Background: an optimization exercise with open tools, aiming at small area. Do not read the settings as production practice.
In this exercise RTL edits were held to simulation tests only and were not proved equivalent to the original.
No activity file was given, so power comes from the tool's default toggle rates.

==> flow/design.v <==
module zcpf_nec (
    input  wire       clk,
    input  wire       rst,
    input  wire       zc_in,
    input  wire       ir_in,
    input  wire       dt_tick,
    input  wire       tb_tick,
    input  wire [3:0] addr,
    input  wire [7:0] wdata,
    input  wire       rd,
    input  wire       wr,
    output reg  [7:0] rdata,
    output wire       gate_n
);
    localparam [2:0] S_IDLE    = 3'd0;
    localparam [2:0] S_MARK    = 3'd1;
    localparam [2:0] S_SPACE   = 3'd2;
    localparam [2:0] S_HIGHBIT = 3'd3;
    localparam [2:0] S_LOWBIT  = 3'd4;
    localparam [2:0] S_REPEAT  = 3'd5;
    function [7:0] lut;
        input [3:0] l;
        begin
            lut[7] = ~l[3] & ~(l[2] & l[1]);
            lut[6] = ~(l[3] | (~l[2] & l[1] & l[0]) | (l[2] & ~l[1]));
            lut[5] = (~l[3] & ~l[2] & l[0]) | (~l[2] & ~l[1] & ~l[0]) | (l[2] & l[1] & ~l[0]);
            lut[4] = l[3] | ~(l[1] ^ l[0]);
            lut[3] = ~(l[3] ^ l[0]);
            lut[2] = ~l[2];
            lut[1] = ~l[1];
            lut[0] = ~l[0];
        end
    endfunction
    function [3:0] pa_idx;
        input       k;
        input [3:0] l;
        begin
            pa_idx = {l[3] | k, l[2] & ~k, l[1] & ~k, l[0] | k};
        end
    endfunction
    localparam [7:0] DLY_C1 = 8'h68;
    function [7:0] elut;
        input [3:0] l;
        begin
            elut[7] = l[1] | ~l[0];
            elut[6] = ~l[1];
            elut[5] = ~l[3] & l[0];
            elut[4] = ~l[3];
            elut[3] = l[2] & l[1] & l[0];
            elut[2] = l[2] & l[1];
            elut[1] = (l[3] | l[2]) & l[0];
            elut[0] = (l[3] & ~l[0]) | l[2];
        end
    endfunction
    localparam [7:0] KICK_START  = 8'hFF;
    localparam [7:0] KICK_RUN    = 8'hF4;    
    localparam [4:0] PULSE_START = 5'h1F;
    localparam [4:0] PULSE_LAST  = 5'h14;    
    function [7:0] lfsr8;                    
        input [7:0] v;
        lfsr8 = {v[6:0], v[7] ^ v[5] ^ v[4] ^ v[3]};
    endfunction
    function [4:0] lfsr5;                    
        input [4:0] v;
        lfsr5 = {v[3:0], v[4] ^ v[2]};
    endfunction
    reg  [2:0]  ir_state;
    reg  [7:0]  dly_cnt;     
    reg         dly_armed;
    reg         gate;
    reg  [3:0]  level;
    reg         start_req;
    reg  [7:0]  kick_cnt;    
    reg  [15:0] tb_cnt;
    reg  [7:0]  hc_cnt;
    reg  [7:0]  ovf_cnt;
    reg  [15:0] ivc;         
    reg  [31:1] acc;
    reg  [4:0]  bitcnt;
    reg  [31:0] frame;
    reg  [1:0]  ir_idle;
    reg         frame_rdy;
    reg         rpt_pend;
    reg         ovf_f;
    reg         zc_f;
    reg  [4:0]  pulse_cnt;   
    reg         zc_prev;
    reg         ir_prev;
    wire ir_now = ~ir_in;
    wire zc_ev  = zc_in & ~zc_prev;
    wire ir_ev  = ir_now ^ ir_prev;
    wire run     = (kick_cnt != 8'd0);
    wire kick_on = run && (kick_cnt != KICK_RUN);
    wire [7:0] phase_angle = lut(pa_idx(kick_on, level));
    wire wr_level = wr && addr == 4'h0;
    wire wr_ctrl  = wr && addr == 4'h1;
    wire wr_flags = wr && addr == 4'h4;
    wire [3:0] lvl_n = wdata[7] ? 4'd0 : (wdata[6:0] > 7'd9) ? 4'd9 : wdata[3:0];
    reg  [3:0] w_level;
    reg  [7:0] w_kick;
    reg        w_start_req;
    always @* begin
        w_level     = level;
        w_kick      = kick_cnt;
        w_start_req = start_req;
        if (wr_level) begin
            w_level     = lvl_n;
            w_start_req = 1'b0;
            if (lvl_n == 4'd0) begin
                w_kick = 8'd0;
            end else if (!run && start_req) begin
                w_kick = KICK_START;
            end
        end else if (wr_ctrl) begin
            w_start_req = wdata[0];
        end
    end
    wire w_run     = (w_kick != 8'd0);
    wire w_kick_on = w_run && (w_kick != KICK_RUN);
    wire [7:0] w_pa = elut(pa_idx(w_kick_on, w_level));
    wire w_full = w_kick_on || (w_level[3] && w_level[0]);
    wire dly_zero = (dly_cnt == 8'd0);
    wire expire   = dt_tick && dly_armed && !zc_ev && dly_zero;
    wire [7:0] dly_x = zc_ev ? w_pa : dly_cnt;
    wire [7:0] n_dly = (dt_tick && (zc_ev || (dly_armed && !dly_zero))) ?
                       ((dly_x == DLY_C1) ? 8'd0 : lfsr8(dly_x)) : dly_x;
    wire n_armed = zc_ev || (dly_armed && !expire);
    wire n_gate  = (zc_ev && w_run && w_full) || (gate && !expire);
    wire [7:0] n_kick = (zc_ev && w_kick_on) ? lfsr8(w_kick) : w_kick;
    wire pulse_start = expire && w_run;
    wire iv_hi0   = (ivc[15:10] == 6'd0);
    wire [9:0] ivl = ivc[9:0];
    wire iv_ge787 = !iv_hi0 || ivl >= 10'd787;
    wire iv_lt394 = iv_hi0 && ivl < 10'd394;
    wire iv_bit   = iv_hi0 && ivl >= 10'd56 && ivl <= 10'd84;
    wire iv_low   = iv_hi0 && ivl >= 10'd56 && ivl <= 10'd252;
    wire iv_b     = !iv_hi0 || ivl >= 10'd168;
    wire st_idle  = (ir_state == S_IDLE);
    wire st_mark  = !ir_state[2] && !ir_state[1] && ir_state[0];
    wire st_space = ir_state[1] && !ir_state[0];
    wire st_high  = ir_state[1] && ir_state[0];
    wire st_low   = ir_state[2] && !ir_state[0];
    wire st_rep   = ir_state[2] && ir_state[0];
    reg  [2:0] n_state;
    reg  [4:0] n_bitcnt;
    reg        n_frame_ld;
    reg        rpt_set;
    always @* begin
        n_state    = ir_state;
        n_bitcnt   = bitcnt;
        n_frame_ld = 1'b0;
        rpt_set    = 1'b0;
        if (ir_ev) begin
            if (st_idle) begin
                if (ir_now) n_state = S_MARK;
            end else if (st_mark) begin
                n_state = iv_ge787 ? S_SPACE : S_IDLE;
            end else if (st_space) begin
                n_state = iv_lt394 ? S_REPEAT : S_HIGHBIT;
            end else if (st_high) begin
                n_state = iv_bit ? S_LOWBIT : S_IDLE;
                if (!iv_bit) n_bitcnt = 5'd0;
            end else if (st_low) begin
                n_bitcnt = iv_low ? bitcnt + 5'd1 : 5'd0;
                n_state  = (iv_low && bitcnt != 5'd31) ? S_HIGHBIT : S_IDLE;
                n_frame_ld = iv_low && bitcnt == 5'd31;
            end else begin
                n_state = S_IDLE;
                rpt_set = iv_bit;
            end
        end
    end
    wire acc_sh = ir_ev && ir_state[2];
    wire [31:0] acc_new = {iv_b, acc[31:1]};
    wire ovf = tb_tick && (tb_cnt == 16'hFFFF);
    wire ir_seen = !(ir_idle[1] && ir_idle[0]);
    wire [1:0] n_idle;
    assign n_idle[1] = !ir_ev && (ir_idle[1] || (ovf && ir_idle[0]));
    assign n_idle[0] = ir_ev ? ovf : (ir_idle[1] ? ir_idle[0] : (ir_idle[0] ^ ovf));
    wire rpt_clr = ovf && !ir_ev && (ir_idle[1] || ir_idle[0]);
    wire ir_level = ir_prev && ir_seen;
    wire n_frame_rdy = (frame_rdy && !(wr_flags && wdata[0])) || n_frame_ld;
    wire n_rpt_pend  = ((rpt_pend && !(wr_flags && wdata[1])) || rpt_set) && !rpt_clr;
    wire n_ovf_f     = (ovf_f && !(wr_flags && wdata[2])) || ovf;
    wire n_zc_f      = (zc_f && !(wr_flags && wdata[3])) || zc_ev;
    reg [7:0] rd_view;
    always @* begin
        case (addr)
            4'h0: rd_view = {4'd0, level};
            4'h1: rd_view = {7'd0, start_req};
            4'h2: rd_view = phase_angle;
            4'h3: rd_view = {3'd0, ir_level, dly_armed, gate, kick_on, run};
            4'h4: rd_view = {4'd0, zc_f, ovf_f, rpt_pend, frame_rdy};
            4'h5: rd_view = hc_cnt;
            4'h6: rd_view = ovf_cnt;
            4'h7: rd_view = {ir_state, bitcnt};
            4'h8: rd_view = frame[7:0];
            4'h9: rd_view = frame[15:8];
            4'hA: rd_view = frame[23:16];
            4'hB: rd_view = frame[31:24];
            default: rd_view = 8'd0;
        endcase
    end
    always @(posedge clk) begin
        zc_prev <= zc_in;
        ir_prev <= ir_now;
        if (acc_sh)
            acc <= acc_new[31:1];
        if (ir_ev)
            ivc <= {15'd0, tb_tick};
        else
            ivc <= ivc + {15'd0, tb_tick};
        dly_cnt <= n_dly;
        if (rst) begin
            ir_state  <= S_IDLE;
            dly_armed <= 1'b0;
            gate      <= 1'b0;
            level     <= 4'd0;
            start_req <= 1'b0;
            kick_cnt  <= 8'd0;
            tb_cnt    <= 16'd0;
            hc_cnt    <= 8'd0;
            ovf_cnt   <= 8'd0;
            bitcnt    <= 5'd0;
            frame     <= 32'd0;
            ir_idle   <= 2'd3;
            frame_rdy <= 1'b0;
            rpt_pend  <= 1'b0;
            ovf_f     <= 1'b0;
            zc_f      <= 1'b0;
            pulse_cnt <= 5'd0;
            rdata     <= 8'd0;
        end else begin
            ir_state  <= n_state;
            dly_armed <= n_armed;
            gate      <= n_gate;
            level     <= w_level;
            start_req <= w_start_req;
            kick_cnt  <= n_kick;
            tb_cnt    <= tb_cnt + {15'd0, tb_tick};
            if (zc_ev)
                hc_cnt <= hc_cnt + 8'd1;
            if (ovf)
                ovf_cnt <= ovf_cnt + 8'd1;
            bitcnt    <= n_bitcnt;
            if (n_frame_ld)
                frame <= acc_new;
            ir_idle   <= n_idle;
            frame_rdy <= n_frame_rdy;
            rpt_pend  <= n_rpt_pend;
            ovf_f     <= n_ovf_f;
            zc_f      <= n_zc_f;
            if (pulse_start)
                pulse_cnt <= PULSE_START;
            else if (pulse_cnt == PULSE_LAST)
                pulse_cnt <= 5'd0;
            else if (pulse_cnt != 5'd0)
                pulse_cnt <= lfsr5(pulse_cnt);
            if (rd)
                rdata <= rd_view;
        end
    end
    assign gate_n = ~(gate | (pulse_cnt != 5'd0));
endmodule
clock: 10.0 ns
lec_check: 0
cap_margin: 20
core_margin: 2
core_utilization: 70
cts_buf_list: sky130_fd_sc_hd__clkbuf_4 sky130_fd_sc_hd__clkbuf_8
slew_margin: 20
standard.sh (not shown) runs the stock make flow with config.mk's settings and CLKGATE_MAP_FILE= SYNTH_SCRIPT=/design/flow/synth_recipe.tcl, a recipe that flattens the netlist after the stock synthesis.
==> flow/flow/run.sh <==
#!/bin/bash
# Own layout flow: the standard synthesis, then a stronger area-oriented
# re-mapping of its combinational logic (registers untouched), then the
# standard ORFS layout with smaller port buffers and no CTS dummy loads.
set -euo pipefail
W=$(pwd)
R=$W/orfs/results/$FLOW_PLATFORM/zcpf_nec/base
LIB=$FLOW_HOME/platforms/$FLOW_PLATFORM/lib/sky130_fd_sc_hd__tt_025C_1v80.lib
PCFG=$FLOW_HOME/platforms/$FLOW_PLATFORM/config.mk

# 1. standard synthesis
bash standard.sh synth > $W/log_1_standard_synth.txt 2>&1
cp $R/1_2_yosys.v $W/std_1_2_yosys.v

# 2. re-map the combinational logic; sequential cells are kept as they are.
# ABC's deepsyn is randomized: run it from several seeds in parallel and keep
# the smallest netlist that keeps the standard synthesis's registers.
regs() { grep -oE '^\s*sky130_fd_sc_hd__(df|edf|sdf|dl)[a-z0-9_]+ +[^ ]+' "$1" | sed 's/^ *//' | sort; }
SEEDS="1 7 13 21"
for S in $SEEDS; do
  sed "s/@SEED@/$S/; s/@SEED2@/$((S + 50))/" $W/flow/reopt.abc.in > $W/reopt_$S.abc
  bash $W/flow/reopt.sh $W/std_1_2_yosys.v $W/reopt_$S.v $W/reopt_$S.abc \
    $FLOW_TOP $LIB $PCFG $W/log_2_reopt_$S.txt $W/reopt_stat_$S &
done
wait || true
BEST=""; BESTA=""
for S in $SEEDS; do
  A=$(grep -oE "Chip area for module .*: [0-9.]+" $W/reopt_stat_${S}_after.txt 2>/dev/null | awk '{print $NF}' || true)
  if [[ -n "$A" ]] && diff <(regs $W/std_1_2_yosys.v) <(regs $W/reopt_$S.v) > /dev/null; then
    echo "seed $S: area $A" >> $W/log_2_choice.txt
    if [[ -z "$BESTA" ]] || awk "BEGIN{exit !($A < $BESTA)}"; then BEST=$S; BESTA=$A; fi
  else
    echo "seed $S: failed or changed the registers" >> $W/log_2_choice.txt
  fi
done
if [[ -n "$BEST" ]]; then
  echo "using seed $BEST ($BESTA)" >> $W/log_2_choice.txt
  cp $W/reopt_$BEST.v $R/1_2_yosys.v
  touch $R/1_2_yosys.v
else
  echo "keeping the standard netlist" >> $W/log_2_choice.txt
fi

# 3. layout
export BUFFER_PORTS_ARGS="-buffer_cell sky130_fd_sc_hd__buf_1"
export CTS_ARGS="-sink_clustering_enable -repair_clock_nets -dont_use_dummy_load -buf_list {sky130_fd_sc_hd__clkbuf_4 sky130_fd_sc_hd__clkbuf_8}"
bash standard.sh finish > $W/log_3_standard_finish.txt 2>&1
test -f $W/out/final.def
Other scripts of this flow, unchanged in this note and not shown: flow/flow/reopt.abc.in, flow/flow/reopt.sh
Next try:
--- a/flow/flow/run.sh
+++ b/flow/flow/run.sh
@@ -18,9 +18,13 @@
 regs() { grep -oE '^\s*sky130_fd_sc_hd__(df|edf|sdf|dl)[a-z0-9_]+ +[^ ]+' "$1" | sed 's/^ *//' | sort; }
-SEEDS="1 7 13 21"
-for S in $SEEDS; do
+SEEDS="1 7 13 21 3 31 42 77"
+run_seed() {
+  local S=$1
   sed "s/@SEED@/$S/; s/@SEED2@/$((S + 50))/" $W/flow/reopt.abc.in > $W/reopt_$S.abc
   bash $W/flow/reopt.sh $W/std_1_2_yosys.v $W/reopt_$S.v $W/reopt_$S.abc \
-    $FLOW_TOP $LIB $PCFG $W/log_2_reopt_$S.txt $W/reopt_stat_$S &
-done
-wait || true
+    $FLOW_TOP $LIB $PCFG $W/log_2_reopt_$S.txt $W/reopt_stat_$S || true
+}
+for S in 1 7 13 21; do run_seed $S & done
+wait
+for S in 3 31 42 77; do run_seed $S & done
+wait
 BEST=""; BESTA=""
CAP_MARGIN = 5   (was 20)
CORE_UTILIZATION = 80   (was 70)
CTS_BUF_LIST = unset   (was sky130_fd_sc_hd__clkbuf_4 sky130_fd_sc_hd__clkbuf_8)
GPL_TIMING_DRIVEN = 0   (was unset)
SLEW_MARGIN = 5   (was 20)
Outcome: Register-to-register slack is worse by 0.47 ns; core utilization is higher by 11 points; routed wire length is higher by about 18%; count of clock-buffer cells in the layout stays the same; power is higher by about 11%; via count is higher by about 9%; synthesized area is about the same.
Next try:
CORE_UTILIZATION = 70   (was 80)
- global-route usage goes down by 9.4 points
- final cell count goes up by 0.75%
- sequential power is about the same
- first-iteration DRC count goes down by 35%
- worst hold slack gains 0.011 ns
- die area goes up by 14%
- sequential share of layout area stays flat

-- re-timing with driven ports --
How much do the figures lean on ideal ports? The routed layouts below were timed once more, with nothing changed but the port constraints. Step 1: set_driving_cell puts a clkbuf_16 on clk and a buf_2 on each other input, an assumption about the parent block. Step 2 adds t to the input delays and takes it off the output delays; t is the mean of the earliest and latest rising clock arrival at the registers after step 1. Input paths then give back, and output paths get back, about the clock's delay inside the block. Three values: ideal, step 1, step 2; two values: the first two.
| run | shift t [ns] | setup WS [ns] | latest minus earliest clock arrival (ns) | pins driven straight from the clock port |
|---|---|---|---|---|
| the first run | 0.458 | 4.600 / 4.615 / 4.158 | 0.036 / 0.037 | 1 |
| the second run | 0.464 | 4.081 / 4.091 / 3.627 | 0.036 / 0.036 | 1 |
| the third run | 0.463 | 4.439 / 4.452 / 3.989 | 0.041 / 0.042 | 1 |
After both steps setup and hold are still met in every run listed. For the second run, which loses most, drivers alone change the setup slack by +0.010 ns; drivers and shift together by -0.454 ns.
